Context: an optimization exercise on an open-source flow, tuned for small area, a short achievable clock period and few clock cycles. The choices shown serve that exercise and are no tape-out recipe.
At most, simulation tests tie the RTL to the original design; equivalence was not proved.
Function not checked in runs 1 and 2: the RTL went through the layout flow alone.
Power and IR drop assume default switching activity.

===== flow/run.sh =====
#!/bin/bash
# synth_recipe.tcl (not shown) runs the flow's synth.tcl, then flattens the netlist and writes it again
# the make line also repeats each setting of config.mk as NAME=value (left out here)
make -C /OpenROAD-flow-scripts/flow DESIGN_CONFIG=/design/flow/config.mk WORK_HOME=/design/flow/orfs CLKGATE_MAP_FILE= SYNTH_SCRIPT=/design/flow/synth_recipe.tcl finish

===== flow/config.mk =====
export PLATFORM = sky130hd
export DESIGN_NAME = spc
export DESIGN_NICKNAME = spc
export VERILOG_FILES = /design/flow/design.v
export SDC_FILE = /design/flow/constraint.sdc
export NUM_CORES = 4
export LEC_CHECK = 0
export ABC_CLOCK_PERIOD_IN_PS = 6000
export CAP_MARGIN = 20
export CORE_MARGIN = 2
export CORE_UTILIZATION = 40
export SETUP_SLACK_MARGIN = 3
export SLEW_MARGIN = 20

===== flow/constraint.sdc =====
create_clock -name core_clock -period 10.0 [get_ports {clk}]
set_input_delay 2.0000 -clock core_clock [delete_from_list [all_inputs] [get_ports {clk}]]
set_output_delay 2.0000 -clock core_clock [all_outputs]
set_load 0.01 [all_outputs]

===== flow/design.v =====
module spc (
    input  wire        clk,
    input  wire        rst,         
    input  wire        h_req,       
    input  wire        h_we,        
    input  wire        h_wide,      
    input  wire [14:0] h_addr,      
    input  wire [31:0] h_wdata,
    output reg         h_ack,       
    output reg         h_err,       
    output reg  [31:0] h_rdata      
);
    localparam PAY_SIZE = 32;
    localparam TX_SIZE  = 50;
    localparam RX_SIZE  = 50;
    localparam FS_IDLE     = 3'd0;
    localparam FS_DECODED  = 3'd5;
    localparam FS_REJECTED = 3'd6;
    localparam E_TREAD   = 4'd2;
    localparam E_HEX     = 4'd3;
    localparam E_VERSION = 4'd4;
    localparam E_LENCHK  = 4'd5;
    localparam E_FCS     = 4'd6;
    localparam E_TOOBIG  = 4'd7;
    function is_hex(input [7:0] c);
        is_hex = (c >= 8'h30 && c <= 8'h39) ||
                 (c >= 8'h41 && c <= 8'h46) ||
                 (c >= 8'h61 && c <= 8'h66);
    endfunction
    function [3:0] hex_val(input [7:0] c);
        if (c >= 8'h30 && c <= 8'h39)      hex_val = c[3:0];
        else if (c >= 8'h41 && c <= 8'h46) hex_val = c[3:0] + 4'd9;
        else if (c >= 8'h61 && c <= 8'h66) hex_val = c[3:0] + 4'd9;
        else                               hex_val = 4'd0;
    endfunction
    function [7:0] hex_char(input [3:0] n);
        if (n <= 4'd9) hex_char = 8'h30 + {4'd0, n};
        else           hex_char = 8'h37 + {4'd0, n};
    endfunction
    function [15:0] lchk(input [11:0] len);
        reg [5:0] s;
        begin
            s = {2'b0, len[11:8]} + {2'b0, len[7:4]} + {2'b0, len[3:0]};
            lchk = {(4'd0 - s[3:0]), 12'd0};
        end
    endfunction
    function [15:0] lfield(input [11:0] len);
        lfield = lchk(len) | {4'd0, len};
    endfunction
    reg [31:0] opa;
    reg [31:0] res;
    reg [7:0]  req_addr;
    reg [7:0]  req_func;
    reg [15:0] req_plen;
    reg [15:0] rxlen;
    reg [15:0] fcs_acc;
    reg [31:0] rsp_hdr;
    reg [15:0] rsp_lfield;
    reg        rsp_vinv;
    reg        rsp_soibad;
    reg [15:0] rsp_rxfcs;
    reg [15:0] rsp_calcfcs;
    reg [2:0]  fstate;
    reg [3:0]  ferr;
    reg        cinv;
    reg        txvalid;
    reg        cmderr;
    reg [7:0]  paybuf [0:PAY_SIZE-1];
    reg [7:0]  txbuf  [13:TX_SIZE-1];    
    reg [7:0]  rxbuf  [0:RX_SIZE-1];
    reg [7:0]  tx_addr;
    reg [7:0]  tx_func;
    reg [5:0]  tx_p;
    wire [15:0] tx_lf   = lfield({6'd0, tx_p});
    wire [15:0] tx_flen = txvalid ? {10'd0, tx_p} + 16'd18 : 16'd0;
    wire nn = (fstate == FS_DECODED) && (rsp_hdr[31:24] != 8'h00);
    wire [31:0] status = {20'd0, ferr, cmderr, txvalid, nn, cinv, fstate, 1'b0};
    reg        bbusy;         
    reg [5:0]  bidx;
    reg [5:0]  bpcnt;         
    reg [4:0]  bpidx;         
    reg [2:0]  bfcnt;         
    reg [15:0] bacc;          
    reg [5:0]  sp;
    reg        s_soibad;      
    reg        s_hbad;        
    reg        s_vbad;        
    reg [3:0]  s_lsum;        
    reg [47:0] s_hdr;         
    reg [15:0] s_nacc;        
    reg        s_pbad;        
    reg [15:0] s_fcs;         
    reg [6:0]  s_pcnt;        
    reg [2:0]  s_fcnt;        
    reg        pbusy;         
    wire in_regs = (h_addr[14:12] == 3'd0) && (h_addr[11:0] <= 12'h030) &&
                   (h_addr[1:0] == 2'b00);
    wire in_bufs = (h_addr[14:12] >= 3'd1) && (h_addr[14:12] <= 3'd5);
    wire bus_err = in_regs ? !h_wide : (in_bufs ? h_wide : 1'b1);
    wire [3:0]  reg_idx = h_addr[5:2];
    wire is_pay = (h_addr[14:12] == 3'd1);
    wire is_tx  = (h_addr[14:13] == 2'b01);
    wire is_rx  = (h_addr[14:13] == 2'b10);
    wire pay_in = is_pay && (h_addr[11:5] == 7'd0);
    wire tx_in  = is_tx  && (h_addr[12:6] == 7'd0) && (h_addr[5:0] < TX_SIZE);
    wire rx_in  = is_rx  && (h_addr[12:6] == 7'd0) && (h_addr[5:0] < RX_SIZE);
    wire [7:0] op = h_wdata[7:0];
    wire       op_refused = (op == 8'h0E) || (op == 8'h0F) || (op >= 8'h12);
    wire       cmd_wr   = h_we && !bus_err && in_regs && (reg_idx == 4'd0);
    wire       parse_wr = cmd_wr && (op == 8'h11);
    wire [11:0] s_len   = s_hdr[11:0];
    wire        s_vinv  = s_soibad || s_hbad;
    wire        s_lbad  = (s_lsum != 4'd0);
    wire        s_lbig  = (s_len > 12'd32);
    wire        s_tread = (s_len != 12'd0) &&
                          (s_lbig || (rxlen < {10'd0, s_len[5:0]} + 16'd18));
    wire        h_fail  = s_vbad || s_vinv || s_lbad || s_tread;
    wire        s_hdone = (sp >= 6'd13);
    wire        s_done  = s_hdone && (s_pcnt == 7'd0) && (s_fcnt == 3'd0);
    wire        p_short = (rxlen < 16'd18);
    wire        p_ready = p_short || (s_hdone && (h_fail || s_done));
    wire stall_b = bbusy && (cmd_wr || is_pay ||
                             (is_tx && (h_addr[12:0] >= {7'd0, bidx})));
    wire stall_p = parse_wr && !p_ready;
    wire stall   = stall_b || stall_p;
    wire go      = h_req && !stall;
    wire wr_go   = go && h_we && !bus_err;
    wire [4:0] pay_ra  = bbusy ? bpidx : h_addr[4:0];
    wire [7:0] pay_rd  = paybuf[pay_ra];
    wire [5:0] rx_ra   = pbusy ? sp : h_addr[5:0];
    wire [7:0] rx_rd   = rxbuf[rx_ra];
    reg [7:0] tx_rd;
    always @(*) begin
        case (h_addr[5:0])
            6'd0:  tx_rd = 8'h7E;
            6'd1:  tx_rd = 8'h32;
            6'd2:  tx_rd = 8'h30;
            6'd3:  tx_rd = hex_char(tx_addr[7:4]);
            6'd4:  tx_rd = hex_char(tx_addr[3:0]);
            6'd5:  tx_rd = 8'h34;
            6'd6:  tx_rd = 8'h36;
            6'd7:  tx_rd = hex_char(tx_func[7:4]);
            6'd8:  tx_rd = hex_char(tx_func[3:0]);
            6'd9:  tx_rd = hex_char(tx_lf[15:12]);
            6'd10: tx_rd = hex_char(tx_lf[11:8]);
            6'd11: tx_rd = hex_char(tx_lf[7:4]);
            6'd12: tx_rd = hex_char(tx_lf[3:0]);
            default: tx_rd = (h_addr[5:0] < TX_SIZE) ? txbuf[h_addr[5:0]] : 8'h00;
        endcase
    end
    reg [31:0] reg_rdata;
    always @(*) begin
        case (reg_idx)
            4'd1:    reg_rdata = status;
            4'd2:    reg_rdata = opa;
            4'd3:    reg_rdata = res;
            4'd4:    reg_rdata = {24'd0, req_addr};
            4'd5:    reg_rdata = {24'd0, req_func};
            4'd6:    reg_rdata = {16'd0, req_plen};
            4'd7:    reg_rdata = {16'd0, tx_flen};
            4'd8:    reg_rdata = {16'd0, rxlen};
            4'd9:    reg_rdata = {16'd0, fcs_acc};
            4'd10:   reg_rdata = rsp_hdr;
            4'd11:   reg_rdata = {14'd0, rsp_soibad, rsp_vinv, rsp_lfield};
            4'd12:   reg_rdata = {rsp_calcfcs, rsp_rxfcs};
            default: reg_rdata = 32'd0;
        endcase
    end
    reg [7:0] buf_rdata;
    always @(*) begin
        buf_rdata = 8'd0;
        if (pay_in)     buf_rdata = pay_rd;
        else if (tx_in) buf_rdata = tx_rd;
        else if (rx_in) buf_rdata = rx_rd;
    end
    always @(*) begin
        h_ack   = go;
        h_err   = bus_err;
        h_rdata = in_regs ? reg_rdata : {24'd0, buf_rdata};
    end
    wire        b_h = (bidx <= 6'd12);
    wire        b_p = !b_h && (bpcnt != 6'd0);
    wire        b_f = !b_h && (bpcnt == 6'd0) && (bfcnt != 3'd0);
    reg  [3:0]  b_nib;
    always @(*) begin
        case (bidx[3:0])
            4'd1:    b_nib = 4'h2;
            4'd2:    b_nib = 4'h0;
            4'd3:    b_nib = tx_addr[7:4];
            4'd4:    b_nib = tx_addr[3:0];
            4'd5:    b_nib = 4'h4;
            4'd6:    b_nib = 4'h6;
            4'd7:    b_nib = tx_func[7:4];
            4'd8:    b_nib = tx_func[3:0];
            4'd9:    b_nib = tx_lf[15:12];
            4'd10:   b_nib = tx_lf[11:8];
            4'd11:   b_nib = tx_lf[7:4];
            default: b_nib = tx_lf[3:0];
        endcase
    end
    wire [7:0]  b_byte = b_h ? hex_char(b_nib) :
                         b_p ? pay_rd :
                         b_f ? hex_char(bacc[15:12]) : 8'h0D;
    wire        host_rx  = wr_go && rx_in;
    wire        host_seq = host_rx && ((h_addr[5:0] == sp) || (h_addr[5:0] == 6'd0));
    wire        eng_step = pbusy && !p_ready && (sp < RX_SIZE);
    wire        pr_en    = host_seq || eng_step;
    wire        pr_zero  = pbusy ? (sp == 6'd0) : (h_addr[5:0] == 6'd0);
    wire [5:0]  pr_next  = pr_zero ? 6'd1 : sp + 6'd1;
    wire [7:0]  pr_byte  = pbusy ? rx_rd : h_wdata[7:0];
    wire        pr_hex   = is_hex(pr_byte);
    wire [3:0]  pr_val   = hex_val(pr_byte);
    wire        r_h      = (sp <= 6'd12);
    wire        r_p      = !r_h && (s_pcnt != 7'd0);
    wire        r_f      = !r_h && (s_pcnt == 7'd0) && (s_fcnt != 3'd0);
    always @(posedge clk) begin
        if (wr_go && pay_in) paybuf[h_addr[4:0]] <= h_wdata[7:0];
        if (host_rx) rxbuf[h_addr[5:0]] <= h_wdata[7:0];
        if (bbusy && !b_h) txbuf[bidx] <= b_byte;
    end
    always @(posedge clk) begin
        if (bbusy) begin
            bidx <= bidx + 6'd1;
            if (b_h) begin
                bacc <= bacc - {8'd0, b_byte};
            end else if (b_p) begin
                bacc  <= bacc - {8'd0, b_byte};
                bpcnt <= bpcnt - 6'd1;
                bpidx <= bpidx + 5'd1;
            end else if (b_f) begin
                bacc  <= {bacc[11:0], 4'd0};
                bfcnt <= bfcnt - 3'd1;
            end
            if ((!b_h && !b_p && !b_f) || bidx >= 6'd49) bbusy <= 1'b0;
        end else if (wr_go && cmd_wr && op == 8'h10 && req_plen <= PAY_SIZE) begin
            bbusy   <= 1'b1;
            bidx    <= 6'd1;
            bpcnt   <= req_plen[5:0];
            bpidx   <= 5'd0;
            bfcnt   <= 3'd4;
            bacc    <= 16'd0;
            tx_addr <= req_addr;
            tx_func <= req_func;
            tx_p    <= req_plen[5:0];
        end
    end
    always @(posedge clk) begin
        if (rst) begin
            sp    <= 6'd0;
            pbusy <= 1'b0;
        end else begin
            pbusy <= stall_p && h_req;
            if (pr_en) begin
                sp <= pr_next;
                if (pr_zero) begin
                    s_soibad <= (pr_byte != 8'h7E);
                    s_hbad   <= 1'b0;
                    s_nacc   <= 16'd0;
                    s_pbad   <= 1'b0;
                end else if (r_h) begin
                    s_hdr  <= {s_hdr[43:0], pr_val};
                    s_nacc <= s_nacc - {8'd0, pr_byte};
                    if (!pr_hex) s_hbad <= 1'b1;
                    if (sp == 6'd1) s_vbad <= (pr_val != 4'd2);
                    if (sp == 6'd9) s_lsum <= pr_val;
                    else            s_lsum <= s_lsum + pr_val;
                    if (sp == 6'd12) begin
                        s_pcnt <= (s_hdr[7:3] != 5'd0) ? 7'd127 : {s_hdr[2:0], pr_val};
                        s_fcnt <= 3'd4;
                    end
                end else if (r_p) begin
                    s_nacc <= s_nacc - {8'd0, pr_byte};
                    s_pcnt <= s_pcnt - 7'd1;
                    if (!pr_hex) s_pbad <= 1'b1;
                end else if (r_f) begin
                    s_fcs  <= {s_fcs[11:0], pr_val};
                    s_fcnt <= s_fcnt - 3'd1;
                    if (!pr_hex) s_pbad <= 1'b1;
                end
            end else if (host_rx && h_addr[5:0] < sp) begin
                sp <= 6'd0;
            end
        end
    end
    always @(posedge clk) begin
        if (rst) begin
            opa         <= 32'd0;
            res         <= 32'd0;
            req_addr    <= 8'd0;
            req_func    <= 8'd0;
            req_plen    <= 16'd0;
            rxlen       <= 16'd0;
            fcs_acc     <= 16'd0;
            rsp_hdr     <= 32'd0;
            rsp_lfield  <= 16'd0;
            rsp_vinv    <= 1'b0;
            rsp_soibad  <= 1'b0;
            rsp_rxfcs   <= 16'd0;
            rsp_calcfcs <= 16'd0;
            fstate      <= FS_IDLE;
            ferr        <= 4'd0;
            cinv        <= 1'b0;
            txvalid     <= 1'b0;
            cmderr      <= 1'b0;
        end else if (wr_go && in_regs) begin
            case (reg_idx)
            4'd2: opa      <= h_wdata;
            4'd4: req_addr <= h_wdata[7:0];
            4'd5: req_func <= h_wdata[7:0];
            4'd6: req_plen <= h_wdata[15:0];
            4'd8: rxlen    <= h_wdata[15:0];
            4'd0: begin
                if (op_refused) begin
                    cmderr <= 1'b1;
                end else begin
                    cmderr <= 1'b0;
                    case (op)
                    8'h01: res <= {24'd0, hex_char(opa[3:0])};
                    8'h02: res <= {16'd0, hex_char(opa[7:4]), hex_char(opa[3:0])};
                    8'h03: res <= {hex_char(opa[15:12]), hex_char(opa[11:8]),
                                   hex_char(opa[7:4]), hex_char(opa[3:0])};
                    8'h04: begin
                        res <= {28'd0, hex_val(opa[7:0])};
                        if (!is_hex(opa[7:0])) cinv <= 1'b1;
                    end
                    8'h05: begin
                        res <= {24'd0, hex_val(opa[15:8]), hex_val(opa[7:0])};
                        if (!is_hex(opa[15:8]) || !is_hex(opa[7:0])) cinv <= 1'b1;
                    end
                    8'h06: begin
                        res <= {16'd0, hex_val(opa[31:24]), hex_val(opa[23:16]),
                                hex_val(opa[15:8]), hex_val(opa[7:0])};
                        if (!is_hex(opa[31:24]) || !is_hex(opa[23:16]) ||
                            !is_hex(opa[15:8])  || !is_hex(opa[7:0])) cinv <= 1'b1;
                    end
                    8'h07: cinv <= 1'b0;
                    8'h08: res <= {16'd0, lchk(opa[11:0])};
                    8'h09: res <= {16'd0, lfield(opa[11:0])};
                    8'h0A: res <= {31'd0, lchk(opa[11:0]) == {opa[15:12], 12'd0}};
                    8'h0B: fcs_acc <= 16'd0;
                    8'h0C: fcs_acc <= fcs_acc + {8'd0, opa[7:0]};
                    8'h0D: res <= {15'd0, {1'b0, ~fcs_acc} + 17'd1};
                    8'h10: begin
                        fstate <= (req_plen > PAY_SIZE) ? FS_REJECTED : FS_IDLE;
                        ferr   <= (req_plen > PAY_SIZE) ? E_TOOBIG : 4'd0;
                        txvalid <= (req_plen <= PAY_SIZE);
                    end
                    8'h11: begin
                        rsp_rxfcs   <= 16'd0;
                        rsp_calcfcs <= 16'd0;
                        fstate      <= FS_REJECTED;
                        if (p_short) begin
                            rsp_hdr    <= 32'd0;
                            rsp_lfield <= 16'd0;
                            rsp_vinv   <= 1'b0;
                            rsp_soibad <= 1'b0;
                            ferr       <= E_TREAD;
                        end else begin
                            rsp_hdr    <= {s_hdr[23:16], s_hdr[31:24], s_hdr[39:32], s_hdr[47:40]};
                            rsp_lfield <= s_hdr[15:0];
                            rsp_vinv   <= s_vinv;
                            rsp_soibad <= s_soibad;
                            if (s_vbad)       ferr <= E_VERSION;
                            else if (s_vinv)  ferr <= E_HEX;
                            else if (s_lbad)  ferr <= E_LENCHK;
                            else if (s_tread) ferr <= E_TREAD;
                            else if (s_pbad)  ferr <= E_HEX;
                            else begin
                                rsp_rxfcs   <= s_fcs;
                                rsp_calcfcs <= s_nacc;
                                if (s_fcs != s_nacc) begin
                                    ferr <= E_FCS;
                                end else begin
                                    ferr   <= 4'd0;
                                    fstate <= FS_DECODED;
                                end
                            end
                        end
                    end
                    default: ;
                    endcase
                end
            end
            default: ;
            endcase
        end
    end
endmodule

==> impl_metrics.json, run 1 <==
{
  "pwr-share-clk_pct": 44.3,
  "switching_share_pct": 22.9,
  "first_pass_iters": 9,
  "grt_pass1_vias": 41252,
  "worstPathRequired_ns": 8.00,
  "syn_nets": 5030,
  "dieArea_um2": 158000,
  "seq_area_frac_synth_pct": 61.2,
  "use_met2_pct": 35.9,
  "drive_above_1_share_pct": 14.5,
  "worst_slack_ns": 2.99,
  "io_buffers": 85,
  "coreArea_um2": 154000,
  "crit_fanout": 36,
  "clk_latency_ns": 0.79,
  "max_freq_ghz": 0.143,
  "viasPerCell": 6.17,
  "grt_usage_pct": 23.9,
  "synth_top_area_cell": "edfxtp_1",
  "hp-class": "flip-flop to flip-flop",
  "path_class": "input port to output port",
  "io_pins": 86,
  "die_x_um": 397,
  "drt-total-wl_mm": 193,
  "cts_hold_buf": 0,
  "clock_path_buffers": 3,
  "ys_seq_elements": 1333,
  "busiest_layer": "met2",
  "rows": 144,
  "finalNonFillerCells": 7063,
  "min_period_ns": 7.01,
  "synth_warnings": 1,
  "ys_types": 92,
  "final_nets": 5086,
  "fin_worst_skew_ns": 0.0351,
  "num_vias": 43551,
  "seqPwrFrac_pct": 49.8,
  "use_met3_pct": 5.14,
  "yosys-top-cells-area": "edfxtp_1 54%, dfxtp_1 7.3%, mux4_2 6.6%",
  "fin_crit_sh_pct": 70.1,
  "synthesis.instances": 4854,
  "pre_cts_ws_ns": 1.49,
  "mostFrequentLayoutCell": "edfxtp_1",
  "avgSynthCellArea_um2": 12.7,
  "antenna_found_initial": 7,
  "p_per_area_nw_per_um2": 171,
  "wl_per_cell_um": 27.3,
  "clkSlewWorstSetupHoldPaths_ns": 0.06,
  "p_int_mw": 9.31,
  "synth_area_um2": 61800,
  "start_util_pct": 40.2,
  "endpoint_kind": "output port",
  "power.switching_mw": 2.77,
  "slew_headroom_pct": 21.7,
  "setup_violations": 0,
  "synth_edf_count": 1108,
  "gp_congestion": 0.942,
  "hold_viol_final": 0,
  "leakagePower_nw": 22.7,
  "grt_pass1_wl_mm": 282,
  "dpl_cell_area_um2": 64900,
  "max_cap_violations": 0,
  "dpl.cell_count": 6762,
  "numCtsBuffers": 146,
  "stdcell_area_um2": 70800,
  "dpl.hpwl_mm": 124,
  "nFillCells": 13566,
  "comb_power_share_pct": 5.9,
  "area_delta_synth_final_pct": 14.6,
  "grtUsageMet1_pct": 34.2,
  "hold_ws_ns": 0.447,
  "drv_slew": 0,
  "tightest_slew_ns": 1.17,
  "post-route-util_pct": 46.1,
  "htree_num_levels": 4,
  "drt_iter0_drc": 6263,
  "synthFlopType": "edfxtp_1",
  "crit_arrival_ns": 5.01,
  "overflow": 0,
  "root_buffer": "clkbuf_16",
  "async_flop_share_pct": 0,
  "vdd.ir_drop.worst_mv": 0.172,
  "die_y_um": 397,
  "status": "finished clean",
  "antenna_left": 0,
  "power.total_mw": 12.1,
  "final_cell_mix": "1108 x edfxtp_1, 370 x a21oi_1, 323 x nor2_1",
  "rsz0062_at_grt": "true",
  "cts_tree": "yes",
  "drc": 0,
  "cp-start-kind": "input port",
  "clock_sinks": 1333,
  "netlist.area_leader.share_pct": 53.9,
  "tns_ns": 0,
  "grt_max_degree": 100
}
==> flip-flops by register name, summed over array words and instances (netlist names), 30 cells and up <==
name,cells
txbuf,296
opa,32
res,30
rsp_hdr,32
rxbuf,400
paybuf,256
s_hdr,48
==> synth_stat cells (35+ instances only) <==
master	n
a211oi_1	35
inv_1	135
edfxtp_1	1108
nand4_1	134
nand2_1	263
dfxtp_1	225
a22oi_1	170
mux4_2	182
nand3_1	146
o31ai_1	97
buf_2	52
clkbuf_1	252
xor2_1	43
o22ai_1	53
o21ai_0	180
ha_1	116
nor2_1	339
nor2b_1	42
nor3_1	78
nand2b_1	204
mux2i_1	40
a31oi_1	40
a21oi_1	372
xnor2_1	71
==> cell families (layout without fill, tap and decap cells) <==
logic type	Yosys count	in the layout	share of synthesized area, %
compound gates	1200	1200	12.7
xor+xnor	114	114	1.62
fa+ha+maj	125	125	2.63
buf+inv	484	646	3.17
flops	1333	1333	61.2
mux	239	240	7.67
other cells	0	1	0
simple gates	1359	1360	11.1
==> critical path: stages <==
cell and delay (ns):
buf_4 0.29, buf_12 0.31, nor2_1 0.23, nand2_1 0.18, buf_4 0.44, o22ai_1 0.16
a221oi_1 0.42, nand3_1 0.19, nand3_1 0.28, o2111ai_4 0.24, buf_2 0.21
==> power groups by stage <==
stage	combinational, mW	clock, mW	sequential [mW]
6_report	0.708	5.36	6.02
2_1_floorplan	0.358	0	6.14
4_1_cts	0.680	5.42	6.02
5_1_grt	0.740	5.63	6.02
3_5_place_dp	0.636	0	6.14
3_3_place_gp	0.631	0	6.14
==> layer usage <==
layer | share of wire (%) | wire length (µm)
met3 | 9.7 | 18700
met5 | 0.072 | 139
met4 | 3.5 | 6770
met2 | 45 | 86400
met1 | 42 | 81100
==> final cells by class <==
class	count	area [µm²]	share of cell area, %
Timing Repair Buffer	250	2490	3.52
Clock inverter	71	772	1.09
Multi-Input combinational cell	3039	22700	32.1
Inverter	140	538	0.760
Antenna cell	1	2.50	0.00353
Clock buffer	185	3910	5.53
Sequential cell	1333	37800	53.4
Tap cell	2044	2560	3.61
==> final timing paths <==
kind | end | cells past startpoint | from | slack (ns)
setup / recovery | h_rdata[0] | 11 | h_addr[2] | 2.99
hold reg to reg | s_hdr[47] | 0 | s_hdr[43] | 0.45
setup reg to reg | bacc[13] | 23 | tx_p[1] | 3.61
hold / removal | s_hdr[47] | 0 | s_hdr[43] | 0.45
==> repair_timing <==
item / CTS / global route
pin swaps: 8 / 7
setup buffers: 15 / 15
gates resized for setup: 121 / 39
gates cloned: 10 / 1
endpoints found under the setup margin: 54 / 27
==> run 2: changes to the inputs <==
==> flow/config.mk (replaced) <==
export PLATFORM = sky130hd
export DESIGN_NAME = spc
export DESIGN_NICKNAME = spc
export VERILOG_FILES = /design/flow/design.v
export SDC_FILE = /design/flow/constraint.sdc
export NUM_CORES = 4
export LEC_CHECK = 0
export CAP_MARGIN = 20
export CORE_MARGIN = 2
export CORE_UTILIZATION = 40
export SLEW_MARGIN = 20
==> run 2 against run 1 <==
Worst setup slack worse by 1.8 ns. Total power down 1.1%. Synthesized cell count unchanged. Clock skew down 0.0047 ns. Area after synthesis unchanged. Sequential share of layout area up 0.93 points. Critical path depth down 1. Die area unchanged. Critical path type unchanged. Largest cell class unchanged.
==> impl_metrics.json, run 2 <==
{
  "coreArea_um2": 154000,
  "leakagePower_nw": 22.2,
  "grt_usage_pct": 23.3,
  "endpoint_kind": "output port",
  "antenna_left": 0,
  "netlist.area_leader.share_pct": 53.9,
  "min_path_cells": 0,
  "setup_violations": 0,
  "io_pins": 86,
  "drv_slew": 0,
  "yosysMostFrequentCell": "edfxtp_1",
  "path_class": "input port to output port",
  "yosys-top-cells-area": "edfxtp_1 54%, dfxtp_1 7.3%, mux4_2 6.6%",
  "dpl.hpwl_mm": 124,
  "clkSlewWorstSetupHoldPaths_ns": 0.06,
  "tightest_slew_ns": 1.18,
  "crit_fanout": 18,
  "async_flop_share_pct": 0,
  "die_x_um": 397,
  "start_util_pct": 40.2,
  "slew_headroom_pct": 20.4,
  "nFillCells": 13619,
  "min_period_ns": 8.82,
  "grt_max_degree": 97,
  "r2r_start": "pbusy",
  "seqCellArea_um2": 37800,
  "slowest_delay_ns": 0.76,
  "cts_tree": "yes",
  "critPathLaunch": "h_addr[3]",
  "area_delta_synth_final_pct": 12.7,
  "hp-class": "flip-flop to flip-flop",
  "tns_ns": 0,
  "crit_chain": "clkdlybuf4s50_1 > buf_4 > inv_1 > buf_4 > mux4_2 > a211oi_1 > a211oi_1 > o21ai_0 > nand3b_1 > clkdlybuf4s50_1",
  "clock_sinks": 1333,
  "wl_per_cell_um": 26.5,
  "seq_area_frac_synth_pct": 61.2,
  "vdd.ir_drop.worst_mv": 0.171,
  "synth_top_area_cell": "edfxtp_1",
  "worstHoldStart": "s_hdr[27]",
  "drt-total-wl_mm": 187,
  "dpl.cell_count": 6762,
  "ys_seq_elements": 1333,
  "drc": 0,
  "drive_above_1_share_pct": 12.1,
  "multi_input_area_um2": 22200,
  "drt_iter0_drc": 5427,
  "cts_hold_buf": 0,
  "fin_crit_sh_pct": 88.2,
  "gp_congestion": 0.956,
  "worstPathRequired_ns": 8.00,
  "rows": 144,
  "critPathTopFamily": "buffers and inverters",
  "final_cell_mix": "1108 x edfxtp_1, 372 x a21oi_1, 327 x nor2_1",
  "critPathBufInv": 5,
  "synth_warnings": 1,
  "cts_resized": 0,
  "grt_pass1_wl_mm": 277,
  "clk_latency_ns": 0.79,
  "critPathSlowestCell": "o21ai_0",
  "status": "finished clean",
  "max_freq_ghz": 0.113,
  "synthFlopType": "edfxtp_1",
  "reg2reg_depth": 17,
  "die_y_um": 397,
  "ys_top_cells_by_count": "1108 x edfxtp_1, 372 x a21oi_1, 339 x nor2_1",
  "num_vias": 42920,
  "path_depth": 10,
  "fin_worst_skew_ns": 0.0304,
  "viasPerCell": 6.10,
  "final_nets": 5040,
  "synthesis.instances": 4854,
  "overflow": 0,
  "root_buffer": "clkbuf_16",
  "cts_setup_buffers": 0,
  "largest_register_ffs": 400,
  "hold_viol_final": 0,
  "numCtsBuffers": 143,
  "max_cap_violations": 0,
  "synth_edf_count": 1108,
  "ys_types": 92,
  "crit_arrival_ns": 6.82,
  "antenna_found_initial": 7,
  "syn_nets": 5030,
  "grt_pass1_vias": 41227,
  "avgSynthCellArea_um2": 12.7,
  "synth_area_um2": 61800,
  "clock_path_buffers": 3,
  "mostFrequentLayoutCell": "edfxtp_1",
  "p_per_area_nw_per_um2": 172,
  "finalNonFillerCells": 7031,
  "first_pass_iters": 9,
  "rsz0062_at_grt": "false",
  "cp-start-kind": "input port",
  "htree_num_levels": 4,
  "dieArea_um2": 158000,
  "io_buffers": 85
}
-- run 2: changes by cell type in the layout (fill, tap and decap cells not counted), sizes merged --
cell	previous run	this run
mux2	15	14
buf	175	136
dlygate4sd2	5	0
nor2b	43	42
clkinv	48	57
clkinvlp	6	3
clkdlybuf4s50	60	72
bufinv	10	12
diode	1	3
clkdlybuf4s15	2	0
inv	147	146
bufbuf	2	0
clkbuf	190	188
dlymetal6s2s	1	0
-- run 2: worst reg2reg max path, delay by kind of cell (launching register included) --
family                     cells  cell delay, ns
adders and majority gates      1            0.33
and+or+nand+nor                4            1.73
xor gates and xnor gates       2            0.29
buffers and inverters          3            1.03
AOI/OAI and AO/OA              7            2.37
DFF                            1            0.77
-- run 2: stage by stage --
stage               util [%]  area [µm²]  setup WS, ns  total power [mW]  hold WS, ns
finish                  45.3       69600          1.18              12.0        0.428
CTS                     45.3       69500          1.32              12.0        0.435
detailed placement      42.2       64900          1.35              6.77        0.438
global route            45.3       69600          1.14              12.3        0.450
floorplan                  -       61800          1.98              6.49        0.426
global placement        42.2       64800          1.26              6.76        0.434
-- run 2: layout make-up --
type / instances / share of cell area, %
timing repair buffer: 209 / 2.66
sequential: 1333 / 54.3
tap: 2044 / 3.68
inverter: 140 / 0.755
clock inverter: 78 / 1.10
clock buffer: 187 / 5.57
multi-input combinational: 3037 / 31.9
antenna: 3 / 0.0108
-- run 2: power breakdown --
part | total (mW) | switching [mW] | internal [mW] | leakage (nW)
sequential | 6.02 | 0.00000486 | 6.02 | 11.7
clock | 5.29 | 2.23 | 3.06 | 2.26
combinational | 0.643 | 0.437 | 0.205 | 8.24
-- run 2: per-layer routing --
metal	GRT usage [%]	routed length (µm)	vias up
li1	-	-	18829
met5	0	34	-
met3	5.11	16300	341
met4	8.07	6210	6
met1	32.8	79500	21744
met2	35.7	84500	2000
-- run 2: kinds of logic after synthesis --
group / after synthesis / synth area share [%]
mux: 239 / 7.67
xor+xnor: 114 / 1.62
compound gates: 1200 / 12.7
simple gates: 1359 / 11.1
buf+inv: 484 / 3.17
flops: 1333 / 61.2
fa+ha+maj: 125 / 2.63
-- run 2: path summary, 6_finish.rpt --
check                                   to  slack [ns]
worst min register to register   s_hdr[31]        0.43
worst min-delay path             s_hdr[31]        0.43
worst max register to register   s_lsum[3]        3.20
worst max-delay path            h_rdata[4]        1.18
==> run 3: changes to the inputs <==
--- a/flow/design.v
+++ b/flow/design.v
@@ -79,6 +79,7 @@
     reg [5:0]  bidx;
     reg [5:0]  bpcnt;         
     reg [4:0]  bpidx;         
+    reg [7:0]  pay_q;         
     reg [2:0]  bfcnt;         
     reg [15:0] bacc;          
     reg [5:0]  sp;
@@ -93,6 +94,11 @@
     reg [6:0]  s_pcnt;        
     reg [2:0]  s_fcnt;        
     reg        pbusy;         
+    reg        pwarm;         
+    reg [7:0]  rx_q;
+    reg        pf_valid;
+    reg [14:0] pf_addr;
+    reg [7:0]  pf_data;
     wire in_regs = (h_addr[14:12] == 3'd0) && (h_addr[11:0] <= 12'h030) &&
                    (h_addr[1:0] == 2'b00);
     wire in_bufs = (h_addr[14:12] >= 3'd1) && (h_addr[14:12] <= 3'd5);
@@ -108,6 +114,8 @@
     wire       op_refused = (op == 8'h0E) || (op == 8'h0F) || (op >= 8'h12);
     wire       cmd_wr   = h_we && !bus_err && in_regs && (reg_idx == 4'd0);
     wire       parse_wr = cmd_wr && (op == 8'h11);
+    wire       buf_rd   = !h_we && !h_wide && in_bufs;
+    wire       pf_hit   = pf_valid && (h_addr == pf_addr);
     wire [11:0] s_len   = s_hdr[11:0];
     wire        s_vinv  = s_soibad || s_hbad;
     wire        s_lbad  = (s_lsum != 4'd0);
@@ -119,19 +127,31 @@
     wire        s_done  = s_hdone && (s_pcnt == 7'd0) && (s_fcnt == 3'd0);
     wire        p_short = (rxlen < 16'd18);
     wire        p_ready = p_short || (s_hdone && (h_fail || s_done));
-    wire stall_b = bbusy && (cmd_wr || is_pay ||
-                             (is_tx && (h_addr[12:0] >= {7'd0, bidx})));
+    wire stall_b = bbusy && (cmd_wr || (is_pay && h_we));
     wire stall_p = parse_wr && !p_ready;
-    wire stall   = stall_b || stall_p;
+    wire stall_r = buf_rd && !pf_hit;
+    wire stall   = stall_b || stall_p || stall_r;
     wire go      = h_req && !stall;
     wire wr_go   = go && h_we && !bus_err;
-    wire [4:0] pay_ra  = bbusy ? bpidx : h_addr[4:0];
+    wire        b_h = (bidx <= 6'd12);
+    wire        b_p = !b_h && (bpcnt != 6'd0);
+    wire        b_f = !b_h && (bpcnt == 6'd0) && (bfcnt != 3'd0);
+    wire [14:0] tgt    = pf_hit ? h_addr + 15'd1 : h_addr;
+    wire t_is_pay = (tgt[14:12] == 3'd1);
+    wire t_is_tx  = (tgt[14:13] == 2'b01);
+    wire t_is_rx  = (tgt[14:13] == 2'b10);
+    wire t_pay_in = t_is_pay && (tgt[11:5] == 7'd0);
+    wire t_tx_in  = t_is_tx  && (tgt[12:6] == 7'd0) && (tgt[5:0] < TX_SIZE);
+    wire t_rx_in  = t_is_rx  && (tgt[12:6] == 7'd0) && (tgt[5:0] < RX_SIZE);
+    wire pf_ok    = !(bbusy && t_is_pay) &&
+                    !(bbusy && t_is_tx && (tgt[12:0] >= {7'd0, bidx}));
+    wire [4:0] pay_ra  = bbusy ? (b_p ? bpidx + 5'd1 : bpidx) : tgt[4:0];
     wire [7:0] pay_rd  = paybuf[pay_ra];
-    wire [5:0] rx_ra   = pbusy ? sp : h_addr[5:0];
+    wire [5:0] rx_ra   = pbusy ? (pwarm ? sp + 6'd1 : sp) : tgt[5:0];
     wire [7:0] rx_rd   = rxbuf[rx_ra];
     reg [7:0] tx_rd;
     always @(*) begin
-        case (h_addr[5:0])
+        case (tgt[5:0])
             6'd0:  tx_rd = 8'h7E;
             6'd1:  tx_rd = 8'h32;
             6'd2:  tx_rd = 8'h30;
@@ -145,7 +165,7 @@
             6'd10: tx_rd = hex_char(tx_lf[11:8]);
             6'd11: tx_rd = hex_char(tx_lf[7:4]);
             6'd12: tx_rd = hex_char(tx_lf[3:0]);
-            default: tx_rd = (h_addr[5:0] < TX_SIZE) ? txbuf[h_addr[5:0]] : 8'h00;
+            default: tx_rd = (tgt[5:0] < TX_SIZE) ? txbuf[tgt[5:0]] : 8'h00;
         endcase
     end
     reg [31:0] reg_rdata;
@@ -169,18 +189,15 @@
     reg [7:0] buf_rdata;
     always @(*) begin
         buf_rdata = 8'd0;
-        if (pay_in)     buf_rdata = pay_rd;
-        else if (tx_in) buf_rdata = tx_rd;
-        else if (rx_in) buf_rdata = rx_rd;
+        if (t_pay_in)     buf_rdata = pay_rd;
+        else if (t_tx_in) buf_rdata = tx_rd;
+        else if (t_rx_in) buf_rdata = rx_rd;
     end
     always @(*) begin
         h_ack   = go;
         h_err   = bus_err;
-        h_rdata = in_regs ? reg_rdata : {24'd0, buf_rdata};
+        h_rdata = (h_addr[14:12] == 3'd0) ? reg_rdata : {24'd0, pf_data};
     end
-    wire        b_h = (bidx <= 6'd12);
-    wire        b_p = !b_h && (bpcnt != 6'd0);
-    wire        b_f = !b_h && (bpcnt == 6'd0) && (bfcnt != 3'd0);
     reg  [3:0]  b_nib;
     always @(*) begin
         case (bidx[3:0])
@@ -199,15 +216,15 @@
         endcase
     end
     wire [7:0]  b_byte = b_h ? hex_char(b_nib) :
-                         b_p ? pay_rd :
+                         b_p ? pay_q :
                          b_f ? hex_char(bacc[15:12]) : 8'h0D;
     wire        host_rx  = wr_go && rx_in;
     wire        host_seq = host_rx && ((h_addr[5:0] == sp) || (h_addr[5:0] == 6'd0));
-    wire        eng_step = pbusy && !p_ready && (sp < RX_SIZE);
+    wire        eng_step = pbusy && pwarm && !p_ready && (sp < RX_SIZE);
     wire        pr_en    = host_seq || eng_step;
     wire        pr_zero  = pbusy ? (sp == 6'd0) : (h_addr[5:0] == 6'd0);
     wire [5:0]  pr_next  = pr_zero ? 6'd1 : sp + 6'd1;
-    wire [7:0]  pr_byte  = pbusy ? rx_rd : h_wdata[7:0];
+    wire [7:0]  pr_byte  = pbusy ? rx_q : h_wdata[7:0];
     wire        pr_hex   = is_hex(pr_byte);
     wire [3:0]  pr_val   = hex_val(pr_byte);
     wire        r_h      = (sp <= 6'd12);
@@ -219,6 +236,21 @@
         if (bbusy && !b_h) txbuf[bidx] <= b_byte;
     end
     always @(posedge clk) begin
+        if (rst) begin
+            pf_valid <= 1'b0;
+        end else if (h_req && buf_rd) begin
+            pf_addr  <= tgt;
+            pf_data  <= buf_rdata;
+            pf_valid <= pf_ok;
+        end else if (wr_go && (in_bufs || cmd_wr)) begin
+            pf_valid <= 1'b0;
+        end
+    end
+    always @(posedge clk) begin
+        if (bbusy) pay_q <= pay_rd;
+        if (pbusy) rx_q <= rx_rd;
+    end
+    always @(posedge clk) begin
         if (bbusy) begin
             bidx <= bidx + 6'd1;
             if (b_h) begin
@@ -248,8 +280,10 @@
         if (rst) begin
             sp    <= 6'd0;
             pbusy <= 1'b0;
+            pwarm <= 1'b0;
         end else begin
             pbusy <= stall_p && h_req;
+            pwarm <= pbusy && stall_p && h_req;
             if (pr_en) begin
                 sp <= pr_next;
                 if (pr_zero) begin
--- a/flow/config.mk
+++ b/flow/config.mk
@@ -5,7 +5,9 @@
 export SDC_FILE = /design/flow/constraint.sdc
 export NUM_CORES = 4
 export LEC_CHECK = 0
+export ABC_AREA = 1
 export CAP_MARGIN = 20
 export CORE_MARGIN = 2
 export CORE_UTILIZATION = 40
+export SETUP_SLACK_MARGIN = 4
 export SLEW_MARGIN = 20
==> run 3 against run 2 <==
Total power grew 3.2%. Synthesized cell count is 37% higher. Flip-flop and latch count grew 41. Utilization is 0.68 points higher. Die area up 4.6%. Clock-buffer cell count is 5 higher. Maximum frequency is 45% higher. First-iteration DRC count shrank 4.6%. Area after synthesis is 4.7% higher. Routed wire length rose by 5.8%. Sequential share of layout area fell by 1.5 points. Critical endpoint is now h_rdata[0].
==> impl_metrics.json, run 3 <==
{
  "wl_per_cell_um": 21.9,
  "yosys-top-cells-area": "edfxtp_1 53%, nand2_1 7.8%, dfxtp_1 7.0%",
  "nFillCells": 14981,
  "wl_met1_mm": 84.5,
  "synth_top_area_cell": "edfxtp_1",
  "seqCellArea_um2": 39000,
  "root_buffer": "clkbuf_16",
  "drc": 0,
  "synth_xor_area_share_pct": 1.15,
  "overflow": 0,
  "grt_pass1_vias": 46719,
  "routed-wl-met3_mm": 16.7,
  "synth_area_um2": 64600,
  "grt_usage_pct": 23.6,
  "slew_headroom_pct": 18.1,
  "vdd.ir_drop.worst_mv": 0.160,
  "antenna_found_initial": 12,
  "die_x_um": 406,
  "hp-class": "flip-flop to flip-flop",
  "start_util_pct": 40.3,
  "multi_input_area_um2": 22300,
  "min_period_ns": 6.07,
  "avgSynthCellArea_um2": 9.71,
  "htree_num_levels": 4,
  "num_vias": 49321,
  "crit_arrival_ns": 4.07,
  "synth_warnings": 1,
  "largest_register_ffs": 400,
  "fin_worst_skew_ns": 0.0524,
  "cp-start-kind": "input port",
  "fin_crit_sh_pct": 60.7,
  "drt-total-wl_mm": 197,
  "ys_seq_elements": 1374,
  "hold_viol_final": 0,
  "coreArea_um2": 161000,
  "drv_slew": 0,
  "cts_hold_buf": 0,
  "io_pins": 86,
  "final_cell_mix": "1330 x nand2_1, 1147 x edfxtp_1, 704 x nor2_1",
  "muxShareOfSynthArea_pct": 0.0310,
  "dpl.cell_count": 8670,
  "io_buffers": 85,
  "clkSlewWorstSetupHoldPaths_ns": 0.06,
  "numCtsBuffers": 150,
  "status": "finished clean",
  "clock_sinks": 1374,
  "grt_pass1_wl_mm": 294,
  "synthFlopType": "edfxtp_1",
  "seq_area_frac_synth_pct": 60.3,
  "die_y_um": 406,
  "first_pass_iters": 7,
  "max_cap_violations": 0,
  "slowest_delay_ns": 0.43,
  "wl_met2_mm": 89.9,
  "dpl.hpwl_mm": 129,
  "synth_fa_ha_area_share_pct": 2.57,
  "viasPerCell": 5.47,
  "synth_top_family_by_area": "simple AND/OR/NAND/NOR gates",
  "final_nets": 6909,
  "clock_path_buffers": 3,
  "netlist.area_leader.share_pct": 53.3,
  "top_layer_used": "met5",
  "grt_max_degree": 233,
  "syn_nets": 6834,
  "leakagePower_nw": 27.4,
  "setup_violations": 0,
  "yosysMostFrequentCell": "nand2_1",
  "async_flop_share_pct": 0,
  "tightest_slew_ns": 1.22,
  "ys_types": 67,
  "rsz0062_at_grt": "true",
  "ys_top_cells_by_count": "1345 x nand2_1, 1147 x edfxtp_1, 730 x nor2_1",
  "gp_congestion": 0.957,
  "dieArea_um2": 165000,
  "finalNonFillerCells": 9010,
  "dpl_cell_area_um2": 67600,
  "worstPathRequired_ns": 8.00,
  "drive_above_1_share_pct": 8.83,
  "antenna_left": 0,
  "stdcell_area_um2": 73800,
  "crit_fanout": 8,
  "synth-simple-area-share_pct": 18.8,
  "critPathSlowestCell": "o21ai_2",
  "tns_ns": 0,
  "endpoint_kind": "output port",
  "drt_iter0_drc": 5177,
  "synth_edf_count": 1147,
  "mostFrequentLayoutCell": "nand2_1",
  "crit_chain": "buf_2 > buf_12 > clkinvlp_4 > nor2_4 > buf_4 > buf_4 > nand2_1 > o2111ai_1 > nor4_2 > o21ai_2 > buf_2",
  "synth-compound-area-share_pct": 10.9,
  "rows": 147,
  "p_per_area_nw_per_um2": 167,
  "area_delta_synth_final_pct": 14.2,
  "synthesis.instances": 6654,
  "cts_tree": "yes",
  "clk_latency_ns": 0.79,
  "max_freq_ghz": 0.165,
  "path_class": "input port to output port"
}
run 3: cell types whose count changed after synthesis, sizes merged, moves of 85 or more:
| cell | delta |
|---|---|
| nand2 | +1095 |
| clkbuf | -92 |
| o31ai | -85 |
| inv | +584 |
| a22oi | -165 |
| o21ai | +293 |
| nor2 | +404 |
| o211ai | +174 |
| mux4 | -184 |
| nand2b | -204 |
| nand3 | +293 |
run 3: timing repair:
action | 4_1_cts | 5_1_grt
gates cloned | 8 | 0
gates resized for setup | 245 | 77
setup buffers | 41 | 17
pin swaps | 26 | 15
endpoints found under the setup margin | 517 | 70
run 3: cell type report:
class                      count  area share, %
inverter                     727           3.76
clock buffer                 192           5.43
tap                         2160           3.66
timing repair buffer         224           2.85
clock inverter                79           1.21
multi-input combinational   4252           30.3
antenna                        2        0.00678
sequential                  1374           52.8
run 3: kinds of logic after synthesis:
logic type | after synthesis
AO/OA/AOI/OAI | 1195
multiplexers | 2
AND/OR/NAND/NOR | 2842
adder cells (fa/ha/maj) | 128
flip-flops | 1374
buffers and inverters | 1029
XOR/XNOR | 84
run 3: worst paths after layout:
check,from,endpoint,slack [ns],depth (start not counted)
setup / recovery,h_addr[2],h_rdata[0],3.93,11
hold / removal,req_func[6],tx_func[6],0.43,0
setup reg to reg,tx_p[4],bacc[10],4.46,33
hold reg to reg,req_func[6],tx_func[6],0.43,0
run 3: layer usage:
layer  GRT usage, %  up-vias
met5              0        -
met4           7.57       18
met3           5.00      386
met2           37.0     1914
met1           32.5    23889
li1               -    23114
run 3: critical path, delay by kind of cell:
| family | cells | cell delay (ns) |
|---|---|---|
| buffers and inverters | 6 | 1.11 |
| AO/OA/AOI/OAI | 2 | 0.58 |
| AND/OR/NAND/NOR | 3 | 0.35 |
run 3: through the flow:
step | total power, mW | utilization [%] | hold WS, ns | worst slack [ns]
after floorplan | 6.64 | - | 0.408 | 4.18
after global placement | 6.89 | 42.1 | 0.415 | 1.81
after detailed placement | 6.90 | 42.1 | 0.416 | 1.74
after CTS | 12.4 | 45.7 | 0.430 | 3.85
after global routing | 12.7 | 46.0 | 0.432 | 3.89
final | 12.3 | 46.0 | 0.429 | 3.93
run 3: power breakdown:
group | switching (mW) | internal (mW)
Combinational | 0.482 | 0.171
Clock | 2.37 | 3.15
Sequential | 0.00155 | 6.17
Testbench counts of run 3, summed over its fixed seeds: cycles 33,349.
==> run 4: changes to the inputs <==
--- a/flow/design.v
+++ b/flow/design.v
@@ -66,7 +66,8 @@
     reg        txvalid;
     reg        cmderr;
     reg [7:0]  paybuf [0:PAY_SIZE-1];
-    reg [7:0]  txbuf  [13:TX_SIZE-1];    
+    reg [7:0]  txbuf  [13:44];           
+    reg [4:0]  tx_hi  [45:48];
     reg [7:0]  rxbuf  [0:RX_SIZE-1];
     reg [7:0]  tx_addr;
     reg [7:0]  tx_func;
@@ -76,6 +77,9 @@
     wire nn = (fstate == FS_DECODED) && (rsp_hdr[31:24] != 8'h00);
     wire [31:0] status = {20'd0, ferr, cmderr, txvalid, nn, cinv, fstate, 1'b0};
     reg        bbusy;         
+    reg        b_h;           
+    reg        b_p;           
+    reg        b_f;           
     reg [5:0]  bidx;
     reg [5:0]  bpcnt;         
     reg [4:0]  bpidx;         
@@ -99,6 +103,7 @@
     reg        pf_valid;
     reg [14:0] pf_addr;
     reg [7:0]  pf_data;
+    reg        pf_miss;       
     wire in_regs = (h_addr[14:12] == 3'd0) && (h_addr[11:0] <= 12'h030) &&
                    (h_addr[1:0] == 2'b00);
     wire in_bufs = (h_addr[14:12] >= 3'd1) && (h_addr[14:12] <= 3'd5);
@@ -133,10 +138,8 @@
     wire stall   = stall_b || stall_p || stall_r;
     wire go      = h_req && !stall;
     wire wr_go   = go && h_we && !bus_err;
-    wire        b_h = (bidx <= 6'd12);
-    wire        b_p = !b_h && (bpcnt != 6'd0);
-    wire        b_f = !b_h && (bpcnt == 6'd0) && (bfcnt != 3'd0);
-    wire [14:0] tgt    = pf_hit ? h_addr + 15'd1 : h_addr;
+    wire [14:0] pf_next = {pf_addr[14:6], pf_addr[5:0] + 6'd1};
+    wire [14:0] tgt     = pf_miss ? h_addr : pf_next;
     wire t_is_pay = (tgt[14:12] == 3'd1);
     wire t_is_tx  = (tgt[14:13] == 2'b01);
     wire t_is_rx  = (tgt[14:13] == 2'b10);
@@ -165,7 +168,10 @@
             6'd10: tx_rd = hex_char(tx_lf[11:8]);
             6'd11: tx_rd = hex_char(tx_lf[7:4]);
             6'd12: tx_rd = hex_char(tx_lf[3:0]);
-            default: tx_rd = (tgt[5:0] < TX_SIZE) ? txbuf[tgt[5:0]] : 8'h00;
+            6'd45, 6'd46, 6'd47, 6'd48:
+                   tx_rd = tx_hi[tgt[5:0]][4] ? 8'h0D : hex_char(tx_hi[tgt[5:0]][3:0]);
+            6'd49: tx_rd = 8'h0D;
+            default: tx_rd = (tgt[5:0] <= 6'd44) ? txbuf[tgt[5:0]] : 8'h00;
         endcase
     end
     reg [31:0] reg_rdata;
@@ -233,17 +239,28 @@
     always @(posedge clk) begin
         if (wr_go && pay_in) paybuf[h_addr[4:0]] <= h_wdata[7:0];
         if (host_rx) rxbuf[h_addr[5:0]] <= h_wdata[7:0];
-        if (bbusy && !b_h) txbuf[bidx] <= b_byte;
+        if (bbusy && !b_h && bidx <= 6'd44) txbuf[bidx] <= b_byte;
+        if (bbusy && bidx >= 6'd45 && bidx <= 6'd48) tx_hi[bidx] <= {!b_f, bacc[15:12]};
     end
     always @(posedge clk) begin
         if (rst) begin
             pf_valid <= 1'b0;
+            pf_miss  <= 1'b0;
         end else if (h_req && buf_rd) begin
-            pf_addr  <= tgt;
-            pf_data  <= buf_rdata;
-            pf_valid <= pf_ok;
-        end else if (wr_go && (in_bufs || cmd_wr)) begin
-            pf_valid <= 1'b0;
+            pf_miss <= !pf_miss && !pf_hit;
+            if (pf_miss || pf_hit) begin
+                pf_addr  <= tgt;
+                pf_data  <= buf_rdata;
+                pf_valid <= pf_ok;
+            end
+        end else if (wr_go && cmd_wr && op == 8'h10 && req_plen <= PAY_SIZE) begin
+            pf_addr  <= 15'h2000;
+            pf_data  <= 8'h7E;
+            pf_valid <= 1'b1;
+            pf_miss  <= 1'b0;
+        end else begin
+            pf_miss  <= 1'b0;
+            if (wr_go && (in_bufs || cmd_wr)) pf_valid <= 1'b0;
         end
     end
     always @(posedge clk) begin
@@ -255,17 +272,30 @@
             bidx <= bidx + 6'd1;
             if (b_h) begin
                 bacc <= bacc - {8'd0, b_byte};
+                if (bidx == 6'd12) begin
+                    b_h <= 1'b0;
+                    if (bpcnt != 6'd0) b_p <= 1'b1;
+                    else               b_f <= 1'b1;
+                end
             end else if (b_p) begin
                 bacc  <= bacc - {8'd0, b_byte};
                 bpcnt <= bpcnt - 6'd1;
                 bpidx <= bpidx + 5'd1;
+                if (bpcnt == 6'd1) begin
+                    b_p <= 1'b0;
+                    b_f <= 1'b1;
+                end
             end else if (b_f) begin
                 bacc  <= {bacc[11:0], 4'd0};
                 bfcnt <= bfcnt - 3'd1;
+                if (bfcnt == 3'd1) b_f <= 1'b0;
             end
             if ((!b_h && !b_p && !b_f) || bidx >= 6'd49) bbusy <= 1'b0;
         end else if (wr_go && cmd_wr && op == 8'h10 && req_plen <= PAY_SIZE) begin
             bbusy   <= 1'b1;
+            b_h     <= 1'b1;
+            b_p     <= 1'b0;
+            b_f     <= 1'b0;
             bidx    <= 6'd1;
             bpcnt   <= req_plen[5:0];
             bpidx   <= 5'd0;
--- a/flow/config.mk
+++ b/flow/config.mk
@@ -8,6 +8,6 @@
 export ABC_AREA = 1
 export CAP_MARGIN = 20
 export CORE_MARGIN = 2
-export CORE_UTILIZATION = 40
-export SETUP_SLACK_MARGIN = 4
+export CORE_UTILIZATION = 65
+export SETUP_SLACK_MARGIN = 5
 export SLEW_MARGIN = 20
==> run 4 against run 3 <==
Still clean on timing, DRC and antenna. Via count grew 1.9%. Register-to-register slack gained 0.69 ns. Utilization grew 30 points. Maximum frequency grew 6.3%. Sequential share of layout area grew 0.084 points. Highest routed layer unchanged.
==> impl_metrics.json, run 4 <==
{
  "status": "finished clean",
  "critPathBufInv": 4,
  "rsz0062_at_grt": "true",
  "io_buffers": 85,
  "pwr-share-clk_pct": 45.3,
  "seqPwrFrac_pct": 50.1,
  "tightest_slew_ns": 1.10,
  "max_freq_ghz": 0.175,
  "final_nets": 6642,
  "final_cell_mix": "1130 x edfxtp_1, 930 x nand2_1, 715 x nor2_1",
  "synth_top_area_cell": "edfxtp_1",
  "endpoint_kind": "output port",
  "rows": 114,
  "root_buffer": "clkbuf_16",
  "leakagePower_nw": 26.2,
  "cts_tree": "yes",
  "reg2reg_depth": 26,
  "switching_share_pct": 22.3,
  "crit_chain": "buf_16 > nor2_4 > nand2_8 > nor2_4 > clkinvlp_4 > buf_6 > o22ai_2 > a221oi_2 > nand2_1 > nor3_2 > o21ai_2 > buf_2",
  "crit_arrival_ns": 3.71,
  "power.total_mw": 12.2,
  "clkSlewWorstSetupHoldPaths_ns": 0.06,
  "syn_nets": 6474,
  "synth_warnings": 1,
  "clock_path_buffers": 3,
  "avgSynthCellArea_um2": 10.0,
  "grt_pass1_wl_mm": 284,
  "ys_top_cells_by_count": "1130 x edfxtp_1, 981 x nand2_1, 755 x nor2_1",
  "p_int_mw": 9.44,
  "clk_latency_ns": 0.79,
  "path_class": "input port to output port",
  "synthFlopType": "edfxtp_1",
  "drive_above_1_share_pct": 13.7,
  "worstHoldStart": "req_addr[3]",
  "drc": 0,
  "yosysMostFrequentCell": "edfxtp_1",
  "drv_slew": 0,
  "cp-start-kind": "input port",
  "dpl.hpwl_mm": 124,
  "setup_violations": 0,
  "ys_seq_elements": 1358,
  "antenna_left": 0,
  "grt_pass1_vias": 46707,
  "die_y_um": 315,
  "first_pass_iters": 7,
  "clock_sinks": 1358,
  "min_path_cells": 0,
  "worstPathRequired_ns": 8.00,
  "stdcell_area_um2": 72800,
  "num_vias": 50266,
  "area_delta_synth_final_pct": 15.7,
  "synth_area_um2": 62900,
  "seq_area_frac_synth_pct": 61.2,
  "critPathSlowestCell": "o21ai_2",
  "min_period_ns": 5.71,
  "drt-total-wl_mm": 194,
  "async_flop_share_pct": 0,
  "dpl_cell_area_um2": 65000,
  "yosys-top-cells-area": "edfxtp_1 54%, dfxtp_1 7.3%, nand2_1 5.9%",
  "cts_hold_buf": 0,
  "r2r_end": "bacc[9]",
  "r2r_start": "tx_p[0]",
  "max_cap_violations": 0,
  "largest_register_ffs": 400,
  "tns_ns": 0,
  "grt_max_degree": 113,
  "slowest_delay_ns": 0.25,
  "io_pins": 86,
  "critPathTopFamily": "buffers and inverters",
  "viasPerCell": 6.40,
  "fin_crit_sh_pct": 57.1,
  "power.switching_mw": 2.71,
  "mostFrequentLayoutCell": "edfxtp_1",
  "wl_per_cell_um": 24.7,
  "ys_types": 64,
  "grt_usage_pct": 38.3,
  "gp_congestion": 0.990,
  "dieArea_um2": 99300,
  "p_per_area_nw_per_um2": 167,
  "rrSetupSlack_ns": 5.15,
  "coreArea_um2": 96300,
  "overflow": 0,
  "slew_headroom_pct": 26.1,
  "netlist.area_leader.share_pct": 53.9,
  "comb_power_share_pct": 4.5,
  "vdd.ir_drop.worst_mv": 0.170,
  "crit_fanout": 4,
  "synthesis.instances": 6291,
  "synth_edf_count": 1130,
  "die_x_um": 315,
  "critPathMostFrequentCell": "nor2_4",
  "min_to": "tx_addr[3]",
  "htree_num_levels": 4,
  "hp-class": "flip-flop to flip-flop",
  "fin_worst_skew_ns": 0.0295,
  "start_util_pct": 65.3,
  "numCtsBuffers": 141,
  "hold_viol_final": 0,
  "drt_iter0_drc": 6926,
  "antenna_found_initial": 11
}
## run 4: cell types whose count changed in the layout (fill, tap and decap cells not counted), sizes merged, moves of 29 or more
| cell | delta |
|---|---|
| xor2 | -30 |
| or2 | +35 |
| buf | +121 |
| inv | -161 |
| nand3b | -31 |
| nor2 | +29 |
| o22ai | +39 |
| clkbuf | -30 |
| o21ai | +143 |
| nand4 | -64 |
| nand2 | -363 |
## run 4: logic make-up (layout without fill, tap and decap cells)
kind of cell | after synthesis | in the layout | synth area share [%]
AOI/OAI and AO/OA | 1431 | 1431 | 13.2
xor gates and xnor gates | 62 | 62 | 0.863
adders and majority gates | 131 | 131 | 2.70
buffers and inverters | 860 | 1142 | 5.46
DFF | 1358 | 1358 | 61.2
muxes | 1 | 1 | 0.0159
other | 0 | 2 | 0
and+or+nand+nor | 2448 | 2451 | 16.5
## run 4: power groups by stage
stage	Sequential (mW)	Clock [mW]	Combinational [mW]
3_3_place_gp	6.21	0	0.446
4_1_cts	6.09	5.52	0.515
2_1_floorplan	6.21	0	0.254
6_report	6.09	5.51	0.551
5_1_grt	6.09	5.73	0.577
3_5_place_dp	6.21	0	0.453
## run 4: routing by layer
metal	track usage (%)	vias to the layer above	wire length [µm]
met2	59.1	3103	88800
met1	51.9	24055	73200
met3	8.72	594	22500
met5	0	-	106
met4	18.0	16	9420
li1	-	22498	-
## run 4: metrics by stage
step / setup WS (ns) / hold slack (ns) / instances / utilization (%)
4_1_cts: 4.33 / 0.428 / 7810 / 74.6
6_report: 4.29 / 0.431 / 7854 / 75.6
5_1_grt: 4.27 / 0.446 / 7852 / 75.6
3_5_place_dp: 2.20 / 0.416 / 7423 / 67.5
3_3_place_gp: 2.28 / 0.414 / 7422 / 67.5
2_1_floorplan: 4.78 / 0.408 / 6291 / -
## run 4: worst max-delay path by stage
stage	start	endpoint	slack [ns]	depth (start not counted)
2_1_floorplan	h_addr[4]	h_rdata[3]	4.78	11
3_3_place_gp	h_addr[3]	h_rdata[3]	2.28	10
3_5_place_dp	h_addr[3]	h_rdata[3]	2.20	10
4_1_cts	h_addr[2]	h_rdata[3]	4.33	12
5_1_grt	h_addr[2]	h_ack	4.27	17
6_report	h_addr[3]	h_rdata[3]	4.29	12
## run 4: cell type report
type	count	area, µm²
Clock inverter	97	1200
Antenna cell	2	5.00
Tap cell	1276	1600
Inverter	565	2250
Timing Repair Buffer	315	3090
Fill cell	6487	23500
Multi-Input combinational cell	4076	22500
Timing Repair inverter	2	13.8
Clock buffer	163	3630
Sequential cell	1358	38500
## run 4: timing repair
| action | in CTS | in global routing |
|---|---|---|
| setup buffers | 117 | 38 |
| cloned | 10 | 3 |
| pin swaps | 89 | 65 |
| hold endpoints to repair | 0 | 0 |
| resized for setup | 429 | 147 |
| endpoints found under the setup margin | 1096 | 246 |
Testbench counts of run 4, summed over its fixed seeds: cycles 33,029.

-- re-timing with driven ports --
How much do the figures lean on ideal ports? The routed layouts below were timed once more, with nothing changed but the port constraints.
Step 1 assumes that a clkbuf_16 drives the clock port and a buf_2 every other input.
Step 2, shift: input delay + t, output delay - t, t = (earliest + latest rising clock arrival at the registers) / 2. This alone moves slack from input paths to output paths.
a / b / c = no drivers / after step 1 / after step 2; a / b = the first two.
run | t (ns) | setup WS [ns] | worst slew at a driven data input, ns
run 1 | 0.851 | 2.987 / 2.680 / 2.242 | 0.32
run 2 | 0.860 | 1.178 / 1.146 / 1.146 | 0.18
run 3 | 0.857 | 3.932 / 3.897 / 3.362 | 0.14
run 4 | 0.855 | 4.293 / 4.122 / 4.122 | 0.23
After both steps setup and hold are still met in every run listed. The setup slack of run 1, which loses most, moves by -0.307 ns with the drivers and by -0.745 ns with both steps.
